From an optimization exercise on the open Yosys and OpenROAD flow, aimed at small area; shortcuts taken in it are not production practice. In this exercise RTL edits were held to simulation tests only and were not proved equivalent to the original. Power and IR drop assume default switching activity.

==> wip/raven <==
// dkb_xcvr
module dkb_xcvr (
    input  wire        clk,
    input  wire        rst,           
    input  wire        start,
    input  wire [2:0]  op,
    output wire        busy,
    input  wire        host_we,
    input  wire [6:0]  host_addr,
    input  wire [15:0] host_wdata,
    output wire [15:0] host_rdata,
    output wire        ie,
    input  wire        line_i,
    output wire        drv_oe,
    output wire        drv_o
);
    localparam [2:0] OP_DELAY     = 3'd0;
    localparam [2:0] OP_TX        = 3'd1;
    localparam [2:0] OP_RX        = 3'd2;
    localparam [2:0] OP_XFER      = 3'd3;
    localparam [2:0] OP_IDENTIFY  = 3'd4;
    localparam [2:0] OP_ORIGINATE = 3'd5;
    localparam [2:0] OP_POLL      = 3'd6;
    localparam [2:0] OP_RESPOND   = 3'd7;
    localparam [3:0] S_IDLE     = 4'd0;
    localparam [3:0] S_DLYS     = 4'd1;
    localparam [3:0] S_LOAD     = 4'd2;
    localparam [3:0] S_CFG      = 4'd3;
    localparam [3:0] S_MASK     = 4'd4;
    localparam [3:0] S_TX       = 4'd5;
    localparam [3:0] S_RX       = 4'd6;
    localparam [3:0] S_CLASSIFY = 4'd7;
    localparam [3:0] S_TURN     = 4'd8;
    localparam [3:0] S_RESTORE  = 4'd9;
    localparam [1:0] RX_WAIT_LOW  = 2'd0;
    localparam [1:0] RX_WAIT_HIGH = 2'd1;
    localparam [1:0] RX_MEASURE   = 2'd2;
    reg [3:0]  seq;
    reg [2:0]  opr;
    reg [1:0]  rxs;
    reg [20:0] cnt;
    reg [3:0]  txidx;        
    reg [7:0]  sh;           
    reg        ie_r;         
    reg [7:0]  arg_n;
    reg [7:0]  arg_max;
    reg        arg_rumble;
    reg [15:0] arg_delay;
    reg [3:0]  res_count;    
    reg        res_ok;
  ...
export LEC_CHECK = 0
export CAP_MARGIN = 20
export CORE_MARGIN = 2
export CORE_UTILIZATION = 40
export CTS_BUF_LIST = sky130_fd_sc_hd__clkbuf_8
export CTS_CLUSTER_DIAMETER = 100
export CTS_CLUSTER_SIZE = 16
export SLEW_MARGIN = 20
export SYNTH_HIERARCHICAL = 1
create_clock -name core_clock -period 8.0 [get_ports {clk}]
standard.sh (not shown) runs the stock make flow with config.mk's settings and CLKGATE_MAP_FILE= SYNTH_SCRIPT=/design/flow/synth_recipe.tcl, a recipe that flattens the netlist after the stock synthesis.
==> flow/flow/run.sh <==
#!/bin/bash
# Standard ORFS layout with three changes that only shrink buffering:
#  - port buffers use the smallest buffer cell (buffer_ports -buffer_cell)
#  - timing-driven global placement does not keep its trial buffers
#    (repair_design after placement still fixes every slew/cap violation)
#  - clock tree synthesis adds no dummy loads
# The synthesis is the standard one, run unchanged first.
set -euo pipefail
bash standard.sh synth > synth.log 2>&1
export BUFFER_PORTS_ARGS="-buffer_cell sky130_fd_sc_hd__buf_1"
export GPL_KEEP_OVERFLOW=0
export CTS_ARGS="-sink_clustering_enable -repair_clock_nets -dont_use_dummy_load -buf_list sky130_fd_sc_hd__clkbuf_8 -sink_clustering_size 16 -sink_clustering_max_diameter 100"
bash standard.sh finish > layout.log 2>&1
==> wip/sierra (differences from wip/raven) <==
Settings changed: CORE_UTILIZATION 40 to 60.
==> wip/xenon (differences from wip/raven) <==
--- a/flow/design.v
+++ b/flow/design.v
@@ -378,23 +378,23 @@
     integer i;
     always @(posedge clk) begin
         for (i = 0; i < 3; i = i + 1) begin
             if ((hw || op_wr) && sel_tx[i])
                 txbuf[i] <= wd;
             if (hw && sel_st[i])
-                status_rec[i] <= wd;
+                status_rec[i] <= host_wdata[7:0];
         end
         for (i = 0; i < 10; i = i + 1) begin
             if ((hw || rx_store_buf) && sel_rx[i])
                 rxbuf[i] <= wd;
             if (hw && sel_or[i])
-                origin_rec[i] <= wd;
+                origin_rec[i] <= host_wdata[7:0];
         end
         for (i = 0; i < 8; i = i + 1) begin
             if (hw && sel_rp[i])
-                report_rec[i] <= wd;
+                report_rec[i] <= host_wdata[7:0];
         end
     end
     always @(posedge clk) begin
         cnt <= cnt - 21'd1;
         if (go && op == OP_DELAY)
             cnt <= {5'd0, arg_delay};
--- a/flow/flow/run.sh
+++ b/flow/flow/run.sh
@@ -6,8 +6,8 @@
 #  - clock tree synthesis adds no dummy loads
 # The synthesis is the standard one, run unchanged first.
 set -euo pipefail
 bash standard.sh synth > synth.log 2>&1
 export BUFFER_PORTS_ARGS="-buffer_cell sky130_fd_sc_hd__buf_1"
 export GPL_KEEP_OVERFLOW=0
-export CTS_ARGS="-sink_clustering_enable -repair_clock_nets -dont_use_dummy_load -buf_list sky130_fd_sc_hd__clkbuf_8 -sink_clustering_size 16 -sink_clustering_max_diameter 100"
+export CTS_ARGS="-sink_clustering_enable -repair_clock_nets -dont_use_dummy_load -buf_list sky130_fd_sc_hd__clkbuf_8 -sink_clustering_size 14 -sink_clustering_max_diameter 100"
 bash standard.sh finish > layout.log 2>&1
Settings changed: CAP_MARGIN 20 to 5, CTS_CLUSTER_SIZE 16 to 14, SLEW_MARGIN 20 to 5.
==> summary.txt <==
item                                                                           wip/xenon                  wip/sierra                 wip/raven
Site Rows                                                                             71                          58                        71
End of the worst register-to-register path                         rxbuf[3][1]$_DFFE_PP_  arg_delay[10]$_SDFFE_PP0P_     rxbuf[4][4]$_DFFE_PP_
Status                                                           complete, no violations     complete, no violations   complete, no violations
M3 GR Usage                                                                      0.03510                     0.05322                   0.03849
Maximum number of pins on one net before global-route repair                          33                          35                        38
Clk cell area share                                                              0.02455                     0.02215                   0.02185
Via-to-Cell Ratio                                                                  6.226                       6.896                     6.189
Final net count                                                                     1280                        1281                      1284
Post-route worst setup slack                                                   0.3477 ns                   0.3998 ns                 0.2859 ns
Seq pwr share                                                                      0.513                       0.504                     0.505
Cell seen most often among critical-path stages                                        -    sky130_fd_sc_hd__nand2_1  sky130_fd_sc_hd__nand2_1
Max rail drop VDD                                                            0.0001215 V                 0.0002369 V               0.0001402 V
Crit path depth                                                                       13                          14                        15
Part of the total power dissipated in combinational logic                          0.293                       0.326                     0.326
Top routing layer in use                                                            met5                        met4                      met4
Placed Instances                                                                    1718                        1544                      1727
Tmin final                                                                      7.652 ns                    7.600 ns                  7.714 ns
Fraction of power spent switching nets                                            0.3577                      0.3653                    0.3680
Diodes inserted                                                                        0                           1                         1
Number of global-route vias before repair                                           9898                      10.19k                    10.13k
Area of the placeable core                                                   37490 sq um                 24960 sq um               37490 sq um
Total global-route track usage                                                    0.2176                      0.3233                    0.2209
Vias after detailed routing                                                       10.90k                      10.83k                    10.86k
Fraction of met2 tracks used by global routing                                    0.3294                      0.5195                    0.3627
Worst Hold Endpoint                                           arg_delay[11]$_SDFFE_PP0P_          sh[4]$_SDFFE_PP0P_        sh[6]$_SDFFE_PP0P_
Number of clock buffers in the layout                                                 29                          26                        26
CTS clk-pin slew, worst paths                                                    0.12 ns                     0.11 ns                   0.10 ns

-- port drivers added, routing unchanged --
In the flow no input, the clock included, has a driving cell. The finished layouts below were timed again as built, in two steps.
Step 1, drivers: a clkbuf_16 drives clk and a buf_2 each remaining input, both assumed.
Step 2, shift: input delay + t, output delay - t, t = (earliest + latest rising clock arrival at the registers) / 2. This alone moves slack from input paths to output paths.
Three values: ideal ports, drivers, drivers and shift; two values: the first two.
run	t, ns	setup slack, ns	worst hold slack (ns)	latest minus earliest clock arrival (ns)	pins driven straight from the clock port
wip/raven	0.625	0.286 / 0.237 / 0.862	0.505 / 0.505 / 0.505	0.050 / 0.049	1
wip/sierra	0.631	0.400 / 0.352 / 0.983	0.509 / 0.509 / 0.509	0.057 / 0.058	1
wip/xenon	0.641	0.348 / 0.303 / 0.944	0.511 / 0.511 / 0.511	0.078 / 0.078	1
After both steps every run listed still meets setup and hold.
